From an optimization exercise on the open Yosys and OpenROAD flow, aimed at small area, a short achievable clock period and few clock cycles; shortcuts taken in it are not production practice. No run shown here included a check of the RTL's function; only the layout flow was run. Power figures rest on the tool's default switching activity, not on a simulated workload.

**flow/flow/run.sh**
```bash
#!/bin/bash
# The standard layout, with timing repair aiming at 6 ns of setup slack.
set -euo pipefail
export SETUP_SLACK_MARGIN=6
bash standard.sh SETUP_SLACK_MARGIN=6 finish > standard_flow.log 2>&1
```
**flow/standard.sh**
```bash
#!/bin/bash
# synth_recipe.tcl (not shown) runs the flow's synth.tcl, then flattens the netlist and writes it again
# the make line also repeats each setting of config.mk as NAME=value (left out here)
make -C /OpenROAD-flow-scripts/flow DESIGN_CONFIG=/design/flow/config.mk WORK_HOME=/design/flow/orfs CLKGATE_MAP_FILE= SYNTH_SCRIPT=/design/flow/synth_recipe.tcl "${@:-finish}"
```
**flow/config.mk**
```make
export PLATFORM = sky130hd
export DESIGN_NAME = csa20_core
export DESIGN_NICKNAME = csa20_core
export VERILOG_FILES = /design/flow/design.v
export SDC_FILE = /design/flow/constraint.sdc
export NUM_CORES = 4
export LEC_CHECK = 0
export CAP_MARGIN = 20
export CORE_MARGIN = 2
export CORE_UTILIZATION = 40
export SLEW_MARGIN = 20
```
**flow/constraint.sdc**
```tcl
create_clock -name core_clock -period 10.0 [get_ports {clk}]
set_input_delay 2.0000 -clock core_clock [delete_from_list [all_inputs] [get_ports {clk}]]
set_output_delay 2.0000 -clock core_clock [all_outputs]
set_load 0.01 [all_outputs]
```
**flow/design.v**
```verilog
module csa20_core (
    input  wire        clk,
    input  wire        rst,           
    output reg         mem_valid,
    output reg         mem_we,
    output reg  [10:0] mem_addr,
    output reg  [19:0] mem_wdata,
    input  wire        mem_ready,
    input  wire [19:0] mem_rdata,
    output wire        halted,
    output wire [1:0]  halt_code,     
    output wire [3:0]  mfr,
    output wire        cc_ov,
    output wire        cc_uf
);
    localparam [5:0] OP_LDR = 6'd1,  OP_STR = 6'd2,  OP_LDA = 6'd3,  OP_AMR = 6'd4,
                     OP_SMR = 6'd5,  OP_AIR = 6'd6,  OP_SIR = 6'd7,  OP_LDX = 6'd33,
                     OP_STX = 6'd34;
    localparam [11:0] BOOT_PC       = 12'd10;
    localparam [11:0] FAULT_ENTRY   = 12'd43;
    localparam [10:0] FAULT_PC_SAVE = 11'd4;
    reg s_f;         
    reg s_a1;        
    reg s_a2;        
    reg s_op;        
    reg s_h;         
    reg [11:0] pc;           
    reg [19:0] gpr [0:3];
    reg [12:0] ix  [1:3];
    reg [1:0]  mfr_r;        
    reg        ov_r, uf_r;
    reg [1:0]  hcode;
    reg        c_ldr, c_st, c_ldx, c_alu, c_stx, c_sub, c_lda;
    reg        c_stx0;       
    reg        c_ldt0;       
    reg [1:0]  rf, xf;
    reg        ind;
    reg [19:0] ea;           
    reg        flt;          
    reg        flt_op;       
    reg        pend;         
    assign halted    = s_h;
    assign halt_code = hcode;
    assign mfr       = {2'b00, mfr_r};
    assign cc_ov     = ov_r;
    assign cc_uf     = uf_r;
    wire [12:0] ix_x   = (xf == 2'd0) ? 13'd0 : ix[xf];
    wire [1:0]  ix_tgt = c_lda ? rf : xf;
    wire fault = flt | pc[11];
    always @(*) begin
        mem_valid = ~s_h;
        mem_we    = fault | (s_op & c_st);
        mem_addr  = fault ? FAULT_PC_SAVE : (s_f ? pc[10:0] : ea[10:0]);
        mem_wdata = fault ? {8'd0, pc} : (c_stx ? {7'd0, ix_x} : gpr[rf]);
    end
    wire xfer = ~s_h & mem_ready;
    wire [5:0] d_op = mem_rdata[19:14];
    wire [1:0] d_r  = mem_rdata[13:12];
    wire [1:0] d_x  = mem_rdata[11:10];
    wire d_ldr = (d_op == OP_LDR);
    wire d_str = (d_op == OP_STR);
    wire d_lda = (d_op == OP_LDA);
    wire d_ldx = (d_op == OP_LDX) | d_lda;
    wire d_amr = (d_op == OP_AMR) | (d_op == OP_SMR);
    wire d_imm = (d_op == OP_AIR) | (d_op == OP_SIR);
    wire d_stx = (d_op == OP_STX);
    wire d_sub = (d_op == OP_SMR) | (d_op == OP_SIR);
    wire d_legal = d_ldr | d_str | d_ldx | d_amr | d_imm | d_stx;
    wire d_direct = (d_x == 2'd0) & ~mem_rdata[9];
    wire d_stx0 = d_stx & (d_x == 2'd0);
    wire d_ldt0 = (d_lda & (d_r == 2'd0)) | ((d_op == OP_LDX) & (d_x == 2'd0));
    wire [13:0] ea_sum = {1'b0, ix_x} + {1'b0, mem_rdata[12:0]};
    wire        ea_ovf = (|mem_rdata[19:13]) | (|ea_sum[13:11]);
    wire        rd_ovf = |mem_rdata[19:11];
    wire [19:0] alu_a  = gpr[rf];
    wire [19:0] alu_bb = c_sub ? ~ea : ea;
    wire [20:0] alu_s  = {1'b0, alu_a} + {1'b0, alu_bb} + {20'd0, c_sub};
    wire        alu_sg = alu_s[20] ^ alu_a[19] ^ alu_bb[19];
    wire        alu_ov = alu_s[20] & (~c_sub | (ea != 20'd0));
    wire        alu_uf = alu_sg & (~alu_s[19] | (alu_s[18:0] == 19'd0));
    wire gpr_ld  = s_op & c_ldr & ~flt;
    wire ix_ld   = s_op & c_ldx & ~flt;
    wire [19:0] gpr_wd = rst ? 20'd0 : (pend ? alu_s[19:0] : mem_rdata);
    wire [12:0] ix_wd  = rst ? 13'd0 : mem_rdata[12:0];
    integer k;
    always @(posedge clk) begin
        for (k = 0; k < 4; k = k + 1)
            if (rst || ((pend || gpr_ld) && rf == k))
                gpr[k] <= gpr_wd;
        for (k = 1; k < 4; k = k + 1)
            if (rst || (ix_ld && ix_tgt == k))
                ix[k] <= ix_wd;
    end
    always @(posedge clk) begin
        if (rst) begin
            s_f    <= 1'b1;
            s_a1   <= 1'b0;
            s_a2   <= 1'b0;
            s_op   <= 1'b0;
            s_h    <= 1'b0;
            pc     <= BOOT_PC;
            mfr_r  <= 2'd0;
            ov_r   <= 1'b0;
            uf_r   <= 1'b0;
            hcode  <= 2'd0;
            flt    <= 1'b0;
            pend   <= 1'b0;
        end else begin
            if (pend) begin
                ov_r <= alu_ov;
                uf_r <= alu_uf;
                pend <= 1'b0;
            end
            if (fault) begin
                if (xfer) begin
                    mfr_r <= {1'b1, ~(flt & flt_op)};
                    pc    <= FAULT_ENTRY;
                    flt   <= 1'b0;
                    s_f   <= 1'b1;
                    s_a1  <= 1'b0;
                    s_a2  <= 1'b0;
                    s_op  <= 1'b0;
                end
            end else if (s_f) begin
                if (xfer) begin
                    c_ldr  <= d_ldr;
                    c_st   <= d_str | d_stx;
                    c_ldx  <= d_ldx;
                    c_lda  <= d_lda;
                    c_alu  <= d_amr;
                    c_stx  <= d_stx;
                    c_sub  <= d_sub;
                    c_stx0 <= d_stx0;
                    c_ldt0 <= d_ldt0;
                    rf     <= d_r;
                    xf     <= d_x;
                    ind    <= mem_rdata[9];
                    ea     <= {12'd0, mem_rdata[7:0]};
                    flt_op <= ~d_legal;
                    if (!d_legal) begin
                        flt <= 1'b1;
                    end else if (d_imm) begin
                        pend <= 1'b1;
                        pc   <= pc + 12'd1;
                    end else if (d_direct) begin
                        s_f <= 1'b0;
                        if (d_stx0 || d_ldt0) begin
                            hcode <= 2'd1;
                            s_h   <= 1'b1;
                        end else begin
                            s_op <= 1'b1;
                        end
                    end else begin
                        s_f  <= 1'b0;
                        s_a1 <= 1'b1;
                    end
                end
            end else if (s_a1) begin
                if (xfer) begin
                    ea[10:0]  <= ea_sum[10:0];
                    ea[19:11] <= mem_rdata[19:11];
                    s_a1 <= 1'b0;
                    if (ind) begin
                        flt  <= ea_ovf;
                        s_a2 <= 1'b1;
                    end else if (ea_ovf) begin
                        flt  <= 1'b1;
                        s_op <= 1'b1;
                    end else if (c_ldt0) begin
                        hcode <= 2'd1;
                        s_h   <= 1'b1;
                    end else begin
                        s_op <= 1'b1;
                    end
                end
            end else if (s_a2) begin
                if (xfer) begin
                    ea   <= mem_rdata;
                    s_a2 <= 1'b0;
                    if (c_stx0 || (c_ldt0 && !rd_ovf)) begin
                        hcode <= 2'd1;
                        s_h   <= 1'b1;
                    end else begin
                        flt  <= rd_ovf;
                        s_op <= 1'b1;
                    end
                end
            end else if (s_op) begin
                if (xfer) begin
                    if (c_ldx && mem_rdata[19:13] != 7'd0) begin
                        hcode <= 2'd2;
                        s_op  <= 1'b0;
                        s_h   <= 1'b1;
                    end else begin
                        if (c_alu) begin
                            ea   <= mem_rdata;
                            pend <= 1'b1;
                        end
                        pc   <= pc + 12'd1;
                        s_op <= 1'b0;
                        s_f  <= 1'b1;
                    end
                end
            end
        end
    end
endmodule
```
==> results of run 1 <==
==> registers in the layout (all words and copies together), names as in the netlist, 2 cells and up <==
name   cells
ea        20
gpr       80
hcode      2
ix        39
mfr_r      2
pc        12
rf         2
xf         2
==> per-stage QoR <==
stage	instances	hold slack [ps]	util, %	cell area [um^2]
finish	1341	451.9	51.28	12510
global route	1341	472.1	51.28	12510
CTS	1327	455.1	50.14	12230
detailed placement	1249	441.8	45.23	11030
global placement	1249	451.4	45.23	11030
floorplan	895	423.3	-	10060
==> report_power, final <==
group	switching (W)	total, W	internal, W
Combinational	0.000259	0.000459	0.000200
Sequential	0.0000190	0.000876	0.000857
Clock	0.000291	0.000680	0.000390
==> how the worst max path moves through the flow <==
stage                       endpoint  slack, ps  cells past startpoint
2_1_floorplan  hcode[1]$_SDFFE_PP0P_       5880                     10
3_3_place_gp   hcode[1]$_SDFFE_PP0P_       4940                     11
3_5_place_dp   hcode[1]$_SDFFE_PP0P_       4910                     11
4_1_cts                mem_wdata[11]       5860                      5
5_1_grt            uf_r$_SDFFE_PP0P_       5790                     14
6_report                mem_wdata[2]       5870                      7
==> timing repair <==
item / in CTS / in global routing
hold buffers: 0 / 0
gates cloned: 2 / 3
setup endpoints to repair: 70 / 76
pin swaps: 26 / 16
gates resized for setup: 192 / 65
setup buffers: 46 / 11
==> placed cells by master, fill, tap and decap left out, types with 23 or more instances in the layout <==
| cell type | netlist | final |
|---|---|---|
| edfxtp_1 | 154 | 154 |
| nand2_1 | 91 | 89 |
| nor2_1 | 78 | 72 |
| buf_4 | 2 | 56 |
| a21oi_1 | 48 | 41 |
| mux2i_1 | 40 | 37 |
| xor2_1 | 34 | 34 |
| o21ai_0 | 44 | 25 |
| dfxtp_1 | 25 | 24 |
| buf_2 | 0 | 23 |
==> routing by layer <==
| metal | vias up | track usage, % | share of wire (%) |
|---|---|---|---|
| met4 | 0 | 6.637 | 1.8 |
| li1 | 3580 | - | - |
| met1 | 3783 | 31.51 | 45 |
| met3 | 31 | 3.626 | 5.7 |
| met2 | 280 | 35.98 | 47 |
| met5 | - | 0 | 0 |
==> area by class of cell <==
cell class | count | area, um^2
clock buffers | 17 | 425.4
clock inverters | 13 | 158.9
fillers | 2171 | 11880
inverters | 21 | 78.83
multi-input cells | 651 | 5092
flip-flops and latches | 179 | 5126
well taps | 324 | 405.4
repair buffers | 136 | 1220
==> worst reg2reg max path: cells and delay by family, from the launching register on <==
kind                       cells  cell delay, ps
AOI/OAI and AO/OA              5            1230
and+or+nand+nor                3             910
muxes                          1             580
adders and majority gates      1             450
DFF                            1             360
buffers and inverters          2             270
xor gates and xnor gates       1             170
==> cells by family (layout without fill, tap and decap cells) <==
group	Yosys count	after routing	synth area share [%]
simple gates	296	299	14.23
compound gates	189	189	12.42
xor+xnor	51	51	4.473
mux	75	75	10.29
buf+inv	68	187	2.706
other cells	1	2	0.03755
flops	179	179	51.32
fa+ha+maj	35	35	4.535
==> impl_metrics.json, run 1 <==
{
  "status": "timing/DRC/antenna clean",
  "synthTopCellsByCount": "edfxtp_1, nand2_1, nor2_1, a21oi_1, o21ai_0",
  "cpMaxStageDelayCell": "edfxtp_1",
  "fp.dieH_um": 162.0,
  "h-tree-depth": 4,
  "worstSetupPathType": "reg -> out",
  "clockBufferDepth": 2,
  "synthFlopType": "edfxtp_1",
  "drive_gt1_share_pct": 25.37,
  "wirelength_um": 29270,
  "endpoint_kind": "output port",
  "numCtsBuffers": 17,
  "via_per_inst": 5.723,
  "cts-root-buf": "clkbuf_16",
  "antenna_cells": 0,
  "remaining_drc_errors": 0,
  "dp_hpwl_um": 19220,
  "grt_pass1_wl_um": 43950,
  "setup_violations": 0,
  "crit_start": "rf[1]$_DFFE_PP_",
  "io_buffers": 62,
  "power_w": 0.002014,
  "netlist_area_um2": 9987,
  "power.density_nw_per_um2": 161.1,
  "worstSetupStartpointType": "flip-flop",
  "r2r_cells": 13,
  "fmax_ghz": 0.2422,
  "synth.avg_cell_area_um2": 11.17,
  "layout_setup_ws_ps": 5872,
  "synth_area_leaders": "edfxtp_1, dfxtp_1, ha_1",
  "tightest_slew_ps": 1014,
  "grt_max_degree": 48,
  "min_to": "mfr_r[0]$_SDFFE_PP0P_",
  "yosysSeqAreaShare_pct": 51.32,
  "period_share_pct": 41.28,
  "slew_headroom_pct": 32.41,
  "synth_top_area_share_pct": 46.30,
  "ant_nets": 0,
  "rows": 57,
  "async_flop_share_pct": 0,
  "cap_violations": 0,
  "grt_overflow": 0,
  "insertion_delay_ps": 440,
  "skew_ps": 12.22,
  "r2r-start": "rf[1]$_DFFE_PP_",
  "die-area_um2": 26250,
  "worstHoldStart": "flt_op$_DFFE_PP_",
  "ioPinCount": 65,
  "synth.most_common_cell": "edfxtp_1",
  "layout-area-overhead-vs-synth_pct": 25.23,
  "gp_congestion": 0.8846,
  "leakage_nw": 4.742,
  "fin_tns_setup_ps": 0,
  "via_count": 7674,
  "hold_viol_final": 0,
  "crit_fanout": 7,
  "path_clk_slew_ps": 70,
  "firstDrtPassIters": 5,
  "gr-usage-all-layers_pct": 22.43,
  "die_width_um": 162.0,
  "fin_nets": 1064,
  "worst-path-buf-inv": 4,
  "critical_path.top_delay_family": "buffers and inverters",
  "holdCritPathClass": "reg -> reg",
  "final_max_slew_viol_count": 0,
  "antenna_found_initial": 0,
  "grt_pass1_vias": 7309,
  "yosys_register_bits": 179,
  "cp_slowest_stage_delay_ps": 400,
  "yosysWarnings": 16,
  "avgRoutedWirePerCell_um": 21.83,
  "irDropWorstVdd_v": 0.0001065,
  "hold_path_depth": 1,
  "rrSetupSlack_ps": 5930,
  "synthCells": 894,
  "synth-edff-count": 154,
  "synth_cell_types": 71,
  "place_ws_ps": 4914,
  "synth_top_area_cell": "edfxtp_1",
  "rsz0062_at_grt": "true",
  "crit_arrival_ps": 2130,
  "initial_utilization_pct": 40.95,
  "required_ps": 8000,
  "cts.sinks": 179,
  "dr.first_iter.drc_count": 706,
  "period_minus_slack_ps": 4128,
  "crit_chain": "buf_4 > buf_16 > buf_12 > mux4_2 > mux2i_1 > o21ai_1 > buf_2",
  "tritoncts": "built",
  "r2r-end": "uf_r$_SDFFE_PP0P_",
  "coreArea_um2": 24390
}
==> inputs of run 2 (changes only) <==
--- a/flow/config.mk
+++ b/flow/config.mk
@@ -7,5 +7,5 @@
 export LEC_CHECK = 0
 export CAP_MARGIN = 20
 export CORE_MARGIN = 2
-export CORE_UTILIZATION = 40
+export CORE_UTILIZATION = 60
 export SLEW_MARGIN = 20
==> run 2 against run 1 <==
  * Synthesized area unchanged
  * Wire length up 0.12%
  * Worst hold slack better by 5.6 ps
  * Non-clock buffer count unchanged
  * Worst setup slack worse by 89 ps
  * Largest cell class is now multi-input combinational cells
==> impl_metrics.json, run 2 <==
{
  "cts.sinks": 179,
  "fin_nets": 1063,
  "hold_viol_final": 0,
  "gp_congestion": 0.9208,
  "synth_area_leaders": "edfxtp_1, dfxtp_1, ha_1",
  "synth_top_family_by_area": "simple AND/OR/NAND/NOR gates",
  "period_share_pct": 42.17,
  "netlist_area_um2": 9987,
  "dp_hpwl_um": 18850,
  "multiInputGateArea_um2": 5144,
  "clockBufferDepth": 2,
  "endpoint_kind": "flip-flop",
  "synthAdderAreaFrac_pct": 4.535,
  "ff_latch_area_um2": 5125,
  "irDropWorstVdd_v": 0.0001348,
  "numCtsBuffers": 17,
  "postCtsHoldBufs": 0,
  "fill_cells": 1047,
  "busiest_layer": "met2",
  "grt_pass1_vias": 7680,
  "yosysWarnings": 16,
  "synth_cell_types": 71,
  "avgRoutedWirePerCell_um": 23.67,
  "path_clk_slew_ps": 70,
  "grt_overflow": 0,
  "remaining_drc_errors": 0,
  "die_width_um": 133.0,
  "yosys_register_bits": 179,
  "synthTopCellsByCount": "edfxtp_1, nand2_1, nor2_1, a21oi_1, o21ai_0",
  "synth.most_common_cell": "edfxtp_1",
  "via_per_inst": 6.429,
  "ant_nets": 0,
  "final_max_slew_viol_count": 0,
  "layout-area-overhead-vs-synth_pct": 24.35,
  "cap_violations": 0,
  "io_buffers": 62,
  "yosys.area_share.simple_pct": 14.23,
  "drive_gt1_share_pct": 25.25,
  "fin_tns_setup_ps": 0,
  "skew_ps": 18.70,
  "tritoncts": "built",
  "reg_top3": "gpr (80), ix (39), ea (20)",
  "slew_headroom_pct": 45.40,
  "top_register": "gpr",
  "holdCritPathClass": "reg -> reg",
  "die-area_um2": 17690,
  "fp.dieH_um": 133.0,
  "synth-edff-count": 154,
  "fmax_ghz": 0.2371,
  "grt_use_met3_pct": 7.050,
  "gr-usage-all-layers_pct": 32.92,
  "rsz0062_at_grt": "true",
  "synth_top_area_cell": "edfxtp_1",
  "largest_register_ffs": 80,
  "cts-root-buf": "clkbuf_16",
  "status": "timing/DRC/antenna clean",
  "initial_utilization_pct": 60.87,
  "required_ps": 10360,
  "leakage_nw": 4.740,
  "synthCells": 894,
  "wirelength_um": 29300,
  "h-tree-depth": 4,
  "synthXorXnorAreaFrac_pct": 4.473,
  "crit_arrival_ps": 4570,
  "period_minus_slack_ps": 4217,
  "power.density_nw_per_um2": 162.8,
  "async_flop_share_pct": 0,
  "worstSetupStartpointType": "flip-flop",
  "synth.avg_cell_area_um2": 11.17,
  "grt_pass1_wl_um": 43300,
  "antenna_found_initial": 0,
  "synthMuxAreaShare_pct": 10.29,
  "ioPinCount": 65,
  "insertion_delay_ps": 440,
  "mostFrequentLayoutCells": "edfxtp_1, nand2_1, nor2_1, buf_4, a21oi_1",
  "synthFlopType": "edfxtp_1",
  "crit_fanout": 7,
  "antenna_cells": 0,
  "rows": 47,
  "dr.first_iter.drc_count": 676,
  "synth_top_area_share_pct": 46.30,
  "grt_max_degree": 48,
  "gr-usage-met1_pct": 42.72,
  "coreArea_um2": 16410,
  "holdWs_ps": 457.5,
  "tightest_slew_ps": 818.2,
  "setup_violations": 0,
  "yosysSeqAreaShare_pct": 51.32,
  "firstDrtPassIters": 5,
  "final_common_cell": "edfxtp_1",
  "power_w": 0.002022,
  "synth-compound-area-share_pct": 12.42,
  "worstSetupPathType": "reg -> reg",
  "via_count": 7959,
  "gr-usage-met2_pct": 53.97
}
-- run 2: cell counts after synthesis --
Identical to the previous run, type by type.
-- run 2: worst paths after layout --
kind                          from                    end  slack, ps  depth (start not counted)
setup / recovery   rf[0]$_DFFE_PP_      uf_r$_SDFFE_PP0P_       5780                         12
hold / removal    flt_op$_DFFE_PP_  mfr_r[0]$_SDFFE_PP0P_        460                          1
hold reg to reg   flt_op$_DFFE_PP_  mfr_r[0]$_SDFFE_PP0P_        460                          1
setup reg to reg   rf[0]$_DFFE_PP_      uf_r$_SDFFE_PP0P_       5780                         12
-- run 2: metrics by stage --
step | util, % | cell area, um^2 | instances | worst slack, ps
2_1_floorplan | - | 10060 | 895 | 5881
3_3_place_gp | 66.15 | 10850 | 1140 | 4927
3_5_place_dp | 66.29 | 10880 | 1140 | 4878
4_1_cts | 74.00 | 12140 | 1221 | 5822
5_1_grt | 75.70 | 12420 | 1238 | 5682
6_report | 75.70 | 12420 | 1238 | 5783
-- run 2: critical path, cell delays in order, from the launching register on --
cell      delay [ps]
edfxtp_1         450
buf_12           180
mux4_2           620
ha_1             400
a21oi_2          190
nand2b_1         210
a31oi_4          130
a21o_1           290
a211o_1          350
a31o_2           260
or4_1            460
o41a_1           410
a211oi_2         200
-- run 2: where the power goes --
group / internal, W / switching [W] / leakage (nW)
clock network: 0.000356 / 0.000322 / 0.280
logic: 0.000203 / 0.000263 / 2.71
registers: 0.000856 / 0.0000225 / 1.75
total: 0.00142 / 0.000607 / 4.74
-- run 2: final cells by class --
cell class                 instances  area share [%]
sequential                       179           41.27
timing repair buffer             136           9.702
multi-input combinational        650           41.42
tap                              220           2.216
inverter                          21          0.6347
clock buffer                      17           3.425
clock inverter                    15           1.340
-- run 2: cells by family (layout without fill, tap and decap cells) --
group           count (synthesis)  count (layout)
xor+xnor                       51              51
buf+inv                        68             189
flops                         179             179
compound gates                189             189
mux                            75              75
fa+ha+maj                      35              35
other cells                     1               2
simple gates                  296             298
-- run 2: metal layers --
layer	vias to the layer above	share of wire, %	wire length, um
li1	3572	-	-
met1	3862	40	11840
met2	436	48	13950
met3	89	8.1	2382
met4	0	3.8	1125
met5	-	0	0
-- run 2: timing repair --
action                                  4_1_cts  5_1_grt
resized for setup                           176       63
endpoints found under the setup margin       65       76
pin swaps                                    24       22
gates cloned                                  3        3
buffers inserted                             46       14
==> inputs of run 3 (changes only) <==
==> flow/run.sh (new file) <==
#!/bin/bash
# synth_recipe.tcl (not shown) runs the flow's synth.tcl, then flattens the netlist and writes it again
# the make line also repeats each setting of config.mk as NAME=value (left out here)
make -C /OpenROAD-flow-scripts/flow DESIGN_CONFIG=/design/flow/config.mk WORK_HOME=/design/flow/orfs CLKGATE_MAP_FILE= SYNTH_SCRIPT=/design/flow/synth_recipe.tcl finish
--- a/flow/config.mk
+++ b/flow/config.mk
@@ -7,5 +7,6 @@
 export LEC_CHECK = 0
 export CAP_MARGIN = 20
 export CORE_MARGIN = 2
-export CORE_UTILIZATION = 60
+export CORE_UTILIZATION = 40
+export SETUP_SLACK_MARGIN = 5
 export SLEW_MARGIN = 20
removed: flow/flow/run.sh
removed: flow/standard.sh
==> run 3 against run 2 <==
  * Wire length shrank 6.7%
  * Still clean
  * Critical path type is now reg -> out
  * Utilization fell by 28 points
  * Worst setup slack worse by 690 ps
==> impl_metrics.json, run 3 <==
{
  "insertion_delay_ps": 430,
  "fin_nets": 1002,
  "remaining_drc_errors": 0,
  "synth-compound-area-share_pct": 12.42,
  "via_per_inst": 5.689,
  "synthXorXnorAreaFrac_pct": 4.473,
  "worstSetupStartpointType": "flip-flop",
  "synth.most_common_cell": "edfxtp_1",
  "final_common_cell": "edfxtp_1",
  "yosysWarnings": 16,
  "synth_top_area_share_pct": 46.30,
  "required_ps": 8000,
  "postCtsHoldBufs": 0,
  "avgRoutedWirePerCell_um": 21.34,
  "async_flop_share_pct": 0,
  "hold_viol_final": 0,
  "gp_congestion": 0.9278,
  "via_count": 7288,
  "reg_top3": "gpr (80), ix (39), ea (20)",
  "gr-usage-all-layers_pct": 21.34,
  "status": "timing/DRC/antenna clean",
  "cts.sinks": 179,
  "synthMuxAreaShare_pct": 10.29,
  "r2r_cells": 12,
  "netlist_area_um2": 9987,
  "leakage_nw": 4.258,
  "r2r-start": "rf[0]$_DFFE_PP_",
  "rows": 57,
  "fill_cells": 2266,
  "drive_gt1_share_pct": 9.927,
  "switchingPower_w": 0.0005444,
  "die_width_um": 162.0,
  "synthTopCellsByCount": "edfxtp_1, nand2_1, nor2_1, a21oi_1, o21ai_0",
  "fin_tns_setup_ps": 0,
  "coreArea_um2": 24390,
  "crit_arrival_ps": 2910,
  "synth-edff-count": 154,
  "synth_area_leaders": "edfxtp_1, dfxtp_1, ha_1",
  "synth_cell_types": 71,
  "holdCritPathClass": "reg -> reg",
  "crit_start": "xf[1]$_DFFE_PP_",
  "grt_pass1_vias": 7049,
  "yosys.area_share.simple_pct": 14.23,
  "period_minus_slack_ps": 4905,
  "r2r-end": "uf_r$_SDFFE_PP0P_",
  "wirelength_um": 27340,
  "firstDrtPassIters": 7,
  "synth_top_area_cell": "edfxtp_1",
  "period_share_pct": 49.05,
  "antenna_found_initial": 0,
  "final_max_slew_viol_count": 0,
  "io_buffers": 62,
  "multiInputGateArea_um2": 4664,
  "grt_pass1_wl_um": 42190,
  "cts-root-buf": "clkbuf_16",
  "numCtsBuffers": 17,
  "rrSetupSlack_ps": 5560,
  "design_area_um2": 11560,
  "fp.dieH_um": 162.0,
  "tightest_slew_ps": 965.4,
  "mostFrequentLayoutCells": "edfxtp_1, nand2_1, nor2_1, clkdlybuf4s50_1, a21oi_1",
  "cp_slowest_stage_delay_ps": 700,
  "top_register": "gpr",
  "place_inst": 1248,
  "grt_max_degree": 48,
  "endpoint_kind": "output port",
  "layout-area-overhead-vs-synth_pct": 15.76,
  "irDropWorstVdd_v": 0.0001059,
  "intPower_w": 0.001365,
  "holdWs_ps": 459.7,
  "ant_nets": 0,
  "synthFlopType": "edfxtp_1",
  "synth.avg_cell_area_um2": 11.17,
  "setup_violations": 0,
  "crit_path_end": "mem_wdata[2]",
  "p_clk_share_pct": 33.8,
  "antenna_cells": 0,
  "synthAdderAreaFrac_pct": 4.535,
  "cap_violations": 0,
  "tritoncts": "built",
  "rsz0062_at_grt": "false",
  "power_w": 0.001909,
  "worstSetupPathType": "reg -> out",
  "ff_latch_area_um2": 5125,
  "path_clk_slew_ps": 70,
  "crit_fanout": 15,
  "ioPinCount": 65,
  "largest_register_ffs": 80,
  "yosys_register_bits": 179,
  "slew_headroom_pct": 35.64,
  "cpMaxStageDelayCell": "edfxtp_1",
  "yosysSeqAreaShare_pct": 51.32,
  "p_seq_share_pct": 45.9,
  "clockBufferDepth": 2,
  "dr.first_iter.drc_count": 460,
  "synth_top_family_by_area": "simple AND/OR/NAND/NOR gates",
  "power.density_nw_per_um2": 165.2,
  "fmax_ghz": 0.2039,
  "synthCells": 894,
  "skew_ps": 12.42,
  "post_dp_cell_area_um2": 10960,
  "hold_path_depth": 1,
  "grt_overflow": 0,
  "initial_utilization_pct": 40.95,
  "crit_chain": "nor2b_4 > a22o_1 > mux2i_1 > o21ai_0 > clkdlybuf4s50_1",
  "h-tree-depth": 4,
  "dp_hpwl_um": 19300,
  "switching_share_pct": 28.51,
  "power_frac_comb_pct": 20.3,
  "die-area_um2": 26250,
  "finalNonFillerCells": 1281
}
## run 3: cell counts after synthesis
No cell type changed its count.
## run 3: area by class of cell
| class | instances | area share, % |
|---|---|---|
| multi-input combinational | 648 | 40.35 |
| inverter | 21 | 0.6818 |
| clock inverter | 13 | 1.093 |
| tap | 324 | 3.506 |
| clock buffer | 19 | 3.745 |
| timing repair buffer | 77 | 6.299 |
| sequential | 179 | 44.33 |
## run 3: layer usage
layer / share of wire (%) / wire [um] / global-route usage [%]
met1: 45 / 12440 / 30.07
met2: 48 / 13030 / 34.80
met3: 5.5 / 1502 / 3.371
met4: 1.3 / 365 / 5.028
met5: 0 / 0 / 0
## run 3: worst min-delay path by stage
| stage | end | from |
|---|---|---|
| 6_report | mfr_r[0]$_SDFFE_PP0P_ | flt_op$_DFFE_PP_ |
| 5_1_grt | mfr_r[0]$_SDFFE_PP0P_ | flt_op$_DFFE_PP_ |
| 4_1_cts | mfr_r[0]$_SDFFE_PP0P_ | flt_op$_DFFE_PP_ |
| 3_5_place_dp | mfr_r[0]$_SDFFE_PP0P_ | flt_op$_DFFE_PP_ |
| 3_3_place_gp | mfr_r[0]$_SDFFE_PP0P_ | flt_op$_DFFE_PP_ |
| 2_1_floorplan | mfr_r[0]$_SDFFE_PP0P_ | flt_op$_DFFE_PP_ |
## run 3: stage by stage
stage | util (%) | worst slack (ps)
4_1_cts | 47.31 | 4991
3_3_place_gp | 44.95 | 4390
6_report | 47.40 | 5095
3_5_place_dp | 44.95 | 4377
5_1_grt | 47.40 | 4976
2_1_floorplan | - | 5539
## run 3: power by group through the flow
stage	Clock (W)	Sequential [W]	Combinational (W)
finish	0.000645	0.000876	0.000388
global route	0.000685	0.000880	0.000426
CTS	0.000655	0.000876	0.000384
detailed placement	0	0.000893	0.000379
global placement	0	0.000892	0.000378
floorplan	0	0.000884	0.000259
## run 3: critical path: cells and delay by family (launching register included)
family | cells | cell delay [ps]
simple gates | 1 | 340
mux | 1 | 160
compound gates | 2 | 660
flops | 1 | 700
buf+inv | 1 | 610
## run 3: cell families (layout without fill, tap and decap cells)
kind of cell / Yosys count / count (layout)
flops: 179 / 179
xor+xnor: 51 / 51
buf+inv: 68 / 130
fa+ha+maj: 35 / 35
mux: 75 / 75
simple gates: 296 / 296
compound gates: 189 / 189
other cells: 1 / 2
## run 3: repair_timing
| item | 4_1_cts | 5_1_grt |
|---|---|---|
| resized for setup | 3 | 3 |
| setup endpoints to repair | 15 | 9 |
| setup buffers | 1 | 0 |
==> inputs of run 4 (changes only) <==
--- a/flow/design.v
+++ b/flow/design.v
@@ -73,11 +73,14 @@
     wire        ea_ovf = (|mem_rdata[19:13]) | (|ea_sum[13:11]);
     wire        rd_ovf = |mem_rdata[19:11];
     wire [19:0] alu_a  = gpr[rf];
-    wire [19:0] alu_bb = c_sub ? ~ea : ea;
+    wire [19:0] alu_bb = ea;
     wire [20:0] alu_s  = {1'b0, alu_a} + {1'b0, alu_bb} + {20'd0, c_sub};
     wire        alu_sg = alu_s[20] ^ alu_a[19] ^ alu_bb[19];
-    wire        alu_ov = alu_s[20] & (~c_sub | (ea != 20'd0));
-    wire        alu_uf = alu_sg & (~alu_s[19] | (alu_s[18:0] == 19'd0));
+    wire        alu_ov = alu_s[20] & (~c_sub | (ea != 20'hfffff));
+    wire [18:0] alu_p  = alu_a[18:0] ^ alu_bb[18:0];
+    wire        alu_z  = (alu_p[0] == c_sub) &
+                         (alu_p[18:1] == (alu_a[17:0] | alu_bb[17:0]));
+    wire        alu_uf = alu_sg & (~alu_s[19] | alu_z);
     wire gpr_ld  = s_op & c_ldr & ~flt;
     wire ix_ld   = s_op & c_ldx & ~flt;
     wire [19:0] gpr_wd = rst ? 20'd0 : (pend ? alu_s[19:0] : mem_rdata);
@@ -102,10 +105,11 @@
             mfr_r  <= 2'd0;
             ov_r   <= 1'b0;
             uf_r   <= 1'b0;
-            hcode  <= 2'd0;
             flt    <= 1'b0;
             pend   <= 1'b0;
         end else begin
+            if (!s_h)
+                hcode <= (s_op && !c_ldt0) ? 2'd2 : 2'd1;
             if (pend) begin
                 ov_r <= alu_ov;
                 uf_r <= alu_uf;
@@ -135,7 +139,7 @@
                     rf     <= d_r;
                     xf     <= d_x;
                     ind    <= mem_rdata[9];
-                    ea     <= {12'd0, mem_rdata[7:0]};
+                    ea     <= {20{d_op == OP_SIR}} ^ {12'd0, mem_rdata[7:0]};
                     flt_op <= ~d_legal;
                     if (!d_legal) begin
                         flt <= 1'b1;
@@ -145,7 +149,6 @@
                     end else if (d_direct) begin
                         s_f <= 1'b0;
                         if (d_stx0 || d_ldt0) begin
-                            hcode <= 2'd1;
                             s_h   <= 1'b1;
                         end else begin
                             s_op <= 1'b1;
@@ -163,13 +166,8 @@
                     if (ind) begin
                         flt  <= ea_ovf;
                         s_a2 <= 1'b1;
-                    end else if (ea_ovf) begin
-                        flt  <= 1'b1;
-                        s_op <= 1'b1;
-                    end else if (c_ldt0) begin
-                        hcode <= 2'd1;
-                        s_h   <= 1'b1;
-                    end else begin
+                    end else begin
+                        flt  <= ea_ovf;
                         s_op <= 1'b1;
                     end
                 end
@@ -177,8 +175,7 @@
                 if (xfer) begin
                     ea   <= mem_rdata;
                     s_a2 <= 1'b0;
-                    if (c_stx0 || (c_ldt0 && !rd_ovf)) begin
-                        hcode <= 2'd1;
+                    if (c_stx0) begin
                         s_h   <= 1'b1;
                     end else begin
                         flt  <= rd_ovf;
@@ -187,13 +184,12 @@
                 end
             end else if (s_op) begin
                 if (xfer) begin
-                    if (c_ldx && mem_rdata[19:13] != 7'd0) begin
-                        hcode <= 2'd2;
+                    if (c_ldt0 || (c_ldx && mem_rdata[19:13] != 7'd0)) begin
                         s_op  <= 1'b0;
                         s_h   <= 1'b1;
                     end else begin
                         if (c_alu) begin
-                            ea   <= mem_rdata;
+                            ea   <= {20{c_sub}} ^ mem_rdata;
                             pend <= 1'b1;
                         end
                         pc   <= pc + 12'd1;
==> flow/flow/run.sh (new file) <==
#!/bin/bash
# The standard layout, with timing repair aiming at 7 ns of setup slack.
set -euo pipefail
export SETUP_SLACK_MARGIN=7
bash standard.sh SETUP_SLACK_MARGIN=7 finish > standard_flow.log 2>&1
==> flow/standard.sh (new file) <==
#!/bin/bash
# synth_recipe.tcl (not shown) runs the flow's synth.tcl, then flattens the netlist and writes it again
# the make line also repeats each setting of config.mk as NAME=value (left out here)
make -C /OpenROAD-flow-scripts/flow DESIGN_CONFIG=/design/flow/config.mk WORK_HOME=/design/flow/orfs CLKGATE_MAP_FILE= SYNTH_SCRIPT=/design/flow/synth_recipe.tcl "${@:-finish}"
--- a/flow/config.mk
+++ b/flow/config.mk
@@ -8,5 +8,4 @@
 export CAP_MARGIN = 20
 export CORE_MARGIN = 2
 export CORE_UTILIZATION = 40
-export SETUP_SLACK_MARGIN = 5
 export SLEW_MARGIN = 20
removed: flow/run.sh
==> run 4 against run 3 <==
  * Critical path depth increased by 2
  * Clock-buffer cell count shrank 1
  * Combinational power increased by 45%
  * Sequential power rose by 0.6%
  * Non-clock buffer count increased by 137
  * Worst setup slack better by 680 ps
  * Maximum frequency up 16%
  * Worst hold slack got worse by 1.9 ps
  * First-iteration DRC count rose by 54%
  * Via count increased by 15%
  * Cell count grew 16%
  * Clock power increased by 3%
==> impl_metrics.json, run 4 <==
{
  "status": "timing/DRC/antenna clean",
  "via_count": 8390,
  "path_clk_slew_ps": 80,
  "tritoncts": "built",
  "grt_pass1_wl_um": 48340,
  "cap_violations": 0,
  "synth.most_common_cell": "edfxtp_1",
  "insertion_delay_ps": 440,
  "largest_register_ffs": 80,
  "rsz0062_at_grt": "true",
  "firstDrtPassIters": 7,
  "postCtsHoldBufs": 0,
  "gp_congestion": 0.9126,
  "synthTopCellsByCount": "edfxtp_1, nor2_1, a21oi_1, nand2_1, o21ai_0",
  "synth-edff-count": 156,
  "r2r-start": "rf[1]$_DFFE_PP_",
  "yosysWarnings": 16,
  "fmax_ghz": 0.2368,
  "ant_nets": 0,
  "power_frac_comb_pct": 26.7,
  "dr.first_iter.drc_count": 707,
  "irDropWorstVdd_v": 0.0001153,
  "yosys_register_bits": 179,
  "die_width_um": 165.7,
  "setup_violations": 0,
  "crit_arrival_ps": 2220,
  "worstSetupStartpointType": "flip-flop",
  "power.density_nw_per_um2": 141.6,
  "power_w": 0.002107,
  "r2r-end": "gpr[1][18]$_DFFE_PP_",
  "dp_hpwl_um": 20780,
  "ioPinCount": 65,
  "final_max_slew_viol_count": 0,
  "fill_cells": 2020,
  "rrSetupSlack_ps": 6330,
  "netlist_area_um2": 10460,
  "period_share_pct": 42.23,
  "cpMaxStageDelayCell": "mux4_2",
  "finalNonFillerCells": 1480,
  "synth_area_leaders": "edfxtp_1, ha_1, dfxtp_1",
  "grt_overflow": 0,
  "hold_viol_final": 0,
  "slew_headroom_pct": 38.47,
  "avgRoutedWirePerCell_um": 22.09,
  "skew_ps": 15.12,
  "cts.sinks": 179,
  "reg_top3": "gpr (80), ix (39), ea (20)",
  "grt_max_degree": 36,
  "synth_cell_types": 68,
  "synth.avg_cell_area_um2": 11.06,
  "mostFrequentLayoutCells": "edfxtp_1, buf_4, nor2_1, buf_6, nand2_1",
  "hold_path_depth": 1,
  "wirelength_um": 32700,
  "fin_nets": 1209,
  "min_to": "mfr_r[0]$_SDFFE_PP0P_",
  "synth_top_area_cell": "edfxtp_1",
  "clockBufferDepth": 2,
  "layout-area-overhead-vs-synth_pct": 42.25,
  "place_inst": 1304,
  "drive_gt1_share_pct": 43.84,
  "fin_tns_setup_ps": 0,
  "endpoint_kind": "output port",
  "coreArea_um2": 25840,
  "via_per_inst": 5.669,
  "crit_top_cell": "buf_12",
  "yosysSeqAreaShare_pct": 49.17,
  "leakage_nw": 5.770,
  "worstSetupPathType": "reg -> out",
  "antenna_cells": 0,
  "die-area_um2": 27470,
  "synthFlopType": "edfxtp_1",
  "remaining_drc_errors": 0,
  "fp.dieH_um": 165.7,
  "post_dp_cell_area_um2": 11760,
  "p_clk_share_pct": 31.5,
  "io_buffers": 62,
  "r2r_cells": 17,
  "antenna_found_initial": 0,
  "required_ps": 8000,
  "worstHoldStart": "flt_op$_DFFE_PP_",
  "initial_utilization_pct": 40.49,
  "switching_share_pct": 30.57,
  "cts-root-buf": "clkbuf_16",
  "design_area_um2": 14880,
  "gr-usage-all-layers_pct": 23.04,
  "intPower_w": 0.001463,
  "async_flop_share_pct": 0,
  "grt_pass1_vias": 8209,
  "tightest_slew_ps": 921.8,
  "crit_chain": "buf_12 > buf_12 > buf_16 > mux4_2 > mux2i_1 > o21bai_1 > buf_2",
  "fin_util_pct": 57.60,
  "holdCritPathClass": "reg -> reg",
  "numCtsBuffers": 17,
  "synthCells": 946,
  "h-tree-depth": 4,
  "p_seq_share_pct": 41.8,
  "switchingPower_w": 0.0006441,
  "synth_top_area_share_pct": 44.77,
  "crit_fanout": 6,
  "top_register": "gpr",
  "cp_slowest_stage_delay_ps": 490,
  "final_common_cell": "edfxtp_1",
  "period_minus_slack_ps": 4223,
  "rows": 59
}
==> run 4: cell count changes after synthesis, sizes merged, moves of 13 or more <==
| cell | before | now |
|---|---|---|
| ha | 33 | 51 |
| inv | 21 | 49 |
| nand2 | 91 | 57 |
| nor2 | 78 | 91 |
| xnor2 | 17 | 36 |
==> run 4: repair_timing <==
| action | CTS | global route |
|---|---|---|
| resized for setup | 501 | 106 |
| pin swaps | 83 | 60 |
| endpoints found under the setup margin | 294 | 165 |
| gates cloned | 11 | 0 |
| setup buffers | 91 | 42 |
==> run 4: metal layers <==
metal,up-vias,share of wire (%),wire length (um),track usage [%]
met5,-,0,0,0
met4,0,3.1,1026,9.565
met3,53,4.9,1609,3.480
met2,264,49,16170,38.35
met1,4219,42,13890,30.21
li1,3854,-,-,-
==> run 4: area by class of cell <==
class,count,area [um^2],area share (%)
Timing Repair Buffer,214,2217,14.90
Tap cell,335,419.2,2.816
Sequential cell,179,5160,34.67
Clock inverter,14,131.4,0.8827
Multi-Input combinational cell,670,6309,42.39
Inverter,50,207.7,1.396
Clock buffer,18,439.2,2.951
==> run 4: power by group through the flow <==
stage	Combinational [W]	Sequential (W)	Clock [W]
final	0.000562	0.000881	0.000663
after global routing	0.000598	0.000886	0.000701
after global placement	0.000389	0.000895	0
after detailed placement	0.000392	0.000897	0
after CTS	0.000504	0.000881	0.000676
after floorplan	0.000285	0.000888	0
==> run 4: worst max-delay path by stage <==
| stage | startpoint | slack [ps] | endpoint |
|---|---|---|---|
| after floorplan | mem_rdata[16] | 5930 | pc[7]$_SDFFE_PP0P_ |
| after global placement | mem_rdata[19] | 5240 | pc[9]$_SDFFE_PP0P_ |
| after detailed placement | mem_rdata[19] | 5160 | ea[0]$_DFFE_PP_ |
| after CTS | rf[1]$_DFFE_PP_ | 5780 | mem_wdata[11] |
| after global routing | rf[1]$_DFFE_PP_ | 5720 | mem_wdata[2] |
| final | rf[1]$_DFFE_PP_ | 5780 | mem_wdata[11] |
==> run 4: logic make-up after synthesis <==
| logic type | after synthesis | share of synthesized area (%) |
|---|---|---|
| simple gates | 274 | 12.81 |
| compound gates | 195 | 11.95 |
| flops | 179 | 49.17 |
| buf+inv | 102 | 4.173 |
| xor+xnor | 71 | 5.943 |
| mux | 70 | 9.244 |
| fa+ha+maj | 54 | 6.673 |
| other cells | 1 | 0.03584 |
==> run 4: critical path: cells and delay by family (launching register included) <==
kind | cells | cell delay (ps)
AO/OA/AOI/OAI | 1 | 110
buffers and inverters | 4 | 580
flip-flops | 1 | 420
multiplexers | 2 | 690
==> run 4: through the flow <==
step	hold slack, ps	setup WS (ps)
6_report	457.8	5777
5_1_grt	487.1	5719
4_1_cts	463.2	5779
3_5_place_dp	451.6	5162
3_3_place_gp	441.8	5238
2_1_floorplan	423.3	5925
==> inputs of run 5 (changes only) <==
==> flow/flow/run.sh (replaced) <==
#!/bin/bash
# The standard layout, with timing repair aiming at 6 ns of setup slack.
set -euo pipefail
export SETUP_SLACK_MARGIN=6
bash standard.sh SETUP_SLACK_MARGIN=6 finish > standard_flow.log 2>&1
==> run 5 against run 4 <==
  * Clock-buffer cell count did not move
  * Synthesized area did not move
  * Combinational power fell by 29%
  * Largest power group unchanged
  * Highest routed layer unchanged
==> impl_metrics.json, run 5 <==
{
  "die-area_um2": 27470,
  "grt_pass1_wl_um": 45730,
  "worstSetupPathType": "reg -> out",
  "required_ps": 8000,
  "period_share_pct": 41.91,
  "intPower_w": 0.001363,
  "antenna_found_initial": 0,
  "remaining_drc_errors": 0,
  "slew_headroom_pct": 37.75,
  "insertion_delay_ps": 440,
  "layout_setup_ws_ps": 5809,
  "grt_pass1_vias": 7631,
  "rsz0062_at_grt": "true",
  "yosysWarnings": 16,
  "die_width_um": 165.7,
  "clockBufferDepth": 2,
  "worstSetupStartpointType": "flip-flop",
  "endpoint_kind": "output port",
  "holdCritPathClass": "reg -> reg",
  "netlist_area_um2": 10460,
  "r2r-start": "rf[1]$_DFFE_PP_",
  "firstDrtPassIters": 5,
  "fmax_ghz": 0.2386,
  "fp.dieH_um": 165.7,
  "setup_violations": 0,
  "reg_top3": "gpr (80), ix (39), ea (20)",
  "synthCells": 946,
  "p_clk_share_pct": 33.7,
  "irDropWorstVdd_v": 0.0001245,
  "final_max_slew_viol_count": 0,
  "synthFlopType": "edfxtp_1",
  "synth_area_leaders": "edfxtp_1, ha_1, dfxtp_1",
  "design_area_um2": 12540,
  "synthTopCellsByCount": "edfxtp_1, nor2_1, a21oi_1, nand2_1, o21ai_0",
  "hold_viol_final": 0,
  "gp_congestion": 0.9902,
  "cts.sinks": 179,
  "power.density_nw_per_um2": 154.3,
  "switching_share_pct": 29.54,
  "synth_top_area_cell": "edfxtp_1",
  "via_count": 7831,
  "h-tree-depth": 4,
  "gr-usage-all-layers_pct": 21.69,
  "io_buffers": 62,
  "layout-area-overhead-vs-synth_pct": 19.84,
  "grt_max_degree": 49,
  "tightest_slew_ps": 932.7,
  "yosys_register_bits": 179,
  "crit_arrival_ps": 2190,
  "dr.first_iter.drc_count": 749,
  "ioPinCount": 65,
  "coreArea_um2": 25840,
  "grt_overflow": 0,
  "switchingPower_w": 0.0005716,
  "synth_cell_types": 68,
  "status": "timing/DRC/antenna clean",
  "synth_top_area_share_pct": 44.77,
  "place_ws_ps": 5044,
  "synth.avg_cell_area_um2": 11.06,
  "avgRoutedWirePerCell_um": 21.76,
  "antenna_cells": 0,
  "initial_utilization_pct": 40.49,
  "top_register": "gpr",
  "power_frac_comb_pct": 20.6,
  "worstHoldStart": "flt_op$_DFFE_PP_",
  "yosysSeqAreaShare_pct": 49.17,
  "fin_tns_setup_ps": 0,
  "skew_ps": 15.84,
  "dp_hpwl_um": 21080,
  "power_w": 0.001935,
  "ant_nets": 0,
  "final_common_cell": "edfxtp_1",
  "tritoncts": "built",
  "cap_violations": 0,
  "period_minus_slack_ps": 4191,
  "leakage_nw": 5.032,
  "via_per_inst": 5.626,
  "synth-edff-count": 156,
  "drive_gt1_share_pct": 19.11,
  "async_flop_share_pct": 0,
  "cts-root-buf": "clkbuf_16",
  "wirelength_um": 30290,
  "crit_start": "rf[1]$_DFFE_PP_",
  "fin_nets": 1121,
  "post_dp_cell_area_um2": 11420,
  "place_inst": 1306,
  "numCtsBuffers": 17,
  "fill_cells": 2338,
  "largest_register_ffs": 80,
  "mostFrequentLayoutCells": "edfxtp_1, nor2_1, nand2_1, a21oi_1, ha_1",
  "finalNonFillerCells": 1392,
  "rows": 59,
  "p_seq_share_pct": 45.6,
  "crit_fanout": 6,
  "path_clk_slew_ps": 80,
  "synth.most_common_cell": "edfxtp_1"
}
## run 5: what timing repair did
action / CTS / global route
setup buffers: 35 / 14
pin swaps: 5 / 8
hold buffers: 0 / 0
resized for setup: 116 / 42
endpoints found under the hold margin: 0 / 0
cloned: 3 / 2
setup endpoints to repair: 94 / 63
## run 5: power groups by stage
stage / Combinational, W / Clock [W] / Sequential (W)
after floorplan: 0.000246 / 0 / 0.000889
after global placement: 0.000360 / 0 / 0.000901
after detailed placement: 0.000361 / 0 / 0.000902
after CTS: 0.000383 / 0.000664 / 0.000882
after global routing: 0.000432 / 0.000692 / 0.000887
final: 0.000399 / 0.000652 / 0.000883
## run 5: area by class of cell
cell class	count	area, um^2	share of cell area, %
Timing Repair Buffer	127	1157	9.231
Inverter	50	187.7	1.497
Multi-Input combinational cell	669	5056	40.33
Tap cell	335	419.2	3.343
Sequential cell	179	5146	41.04
Clock buffer	18	432.9	3.453
Clock inverter	14	138.9	1.108
## run 5: path summary, 6_finish.rpt
| check | endpoint | slack, ps | depth (start not counted) |
|---|---|---|---|
| hold / removal | mfr_r[0]$_SDFFE_PP0P_ | 450 | 1 |
| hold reg to reg | mfr_r[0]$_SDFFE_PP0P_ | 450 | 1 |
| setup reg to reg | gpr[0][19]$_DFFE_PP_ | 6110 | 14 |
| setup / recovery | mem_wdata[4] | 5810 | 7 |
## run 5: cells by family (layout without fill, tap and decap cells)
kind of cell,after synthesis,count (layout),share of synthesized area [%]
xor+xnor,71,71,5.943
compound gates,195,195,11.95
fa+ha+maj,54,54,6.673
simple gates,274,277,12.81
other cells,1,2,0.03584
buf+inv,102,209,4.173
flops,179,179,49.17
mux,70,70,9.244
## run 5: layer usage
metal | vias to the layer above | global-route usage [%] | wire length, um | share of wire, %
met5 | - | 0 | 0 | 0
met4 | 0 | 8.431 | 997 | 3.3
met3 | 49 | 3.432 | 1844 | 6.1
met2 | 299 | 35.22 | 14310 | 47
met1 | 3811 | 29.32 | 13140 | 43
li1 | 3672 | - | - | -
## run 5: stage by stage
stage	hold WS [ps]	util (%)
2_1_floorplan	423.3	-
3_3_place_gp	436.0	44.18
3_5_place_dp	435.7	44.18
4_1_cts	446.9	47.79
5_1_grt	466.4	48.53
6_report	446.2	48.53
## run 5: worst max-delay path: stages (launching register included)
cell,delay [ps]
edfxtp_1,380
buf_6,140
buf_12,130
buf_16,130
mux4_2,500
mux2i_2,220
o21ai_1,90
buf_2,160

-- what the ideal ports hide --
No port has a modelled driver above. Below, the same layouts with a new extraction and two added sets of constraints. Step 1 sets driving cells, clkbuf_16 on the clock port and buf_2 on the other inputs (assumed; they add their load-dependent delay and slew). Step 2 times the ports against the registers' clock, not the clock port: input delays grow and output delays shrink by t, the midpoint of the rising clock arrivals with the driver on. Three values: ideal, step 1, step 2; two values: the first two.
run	t, ns	slack for setup (ns)	worst setup path after step 2	pins driven straight from the clock port
run 1	0.485	5.872 / 5.823 / 5.530	input to register	1
run 2	0.475	5.783 / 5.741 / 5.538	input to register	1
run 3	0.472	5.095 / 5.051 / 4.782	input to register	1
run 4	0.477	5.777 / 5.728 / 5.792	input to register	1
run 5	0.478	5.809 / 5.761 / 5.655	input to register	1
After both steps setup and hold are still met in every run listed. For run 1, which loses most, drivers alone change the setup slack by -0.049 ns; drivers and shift together by -0.342 ns.
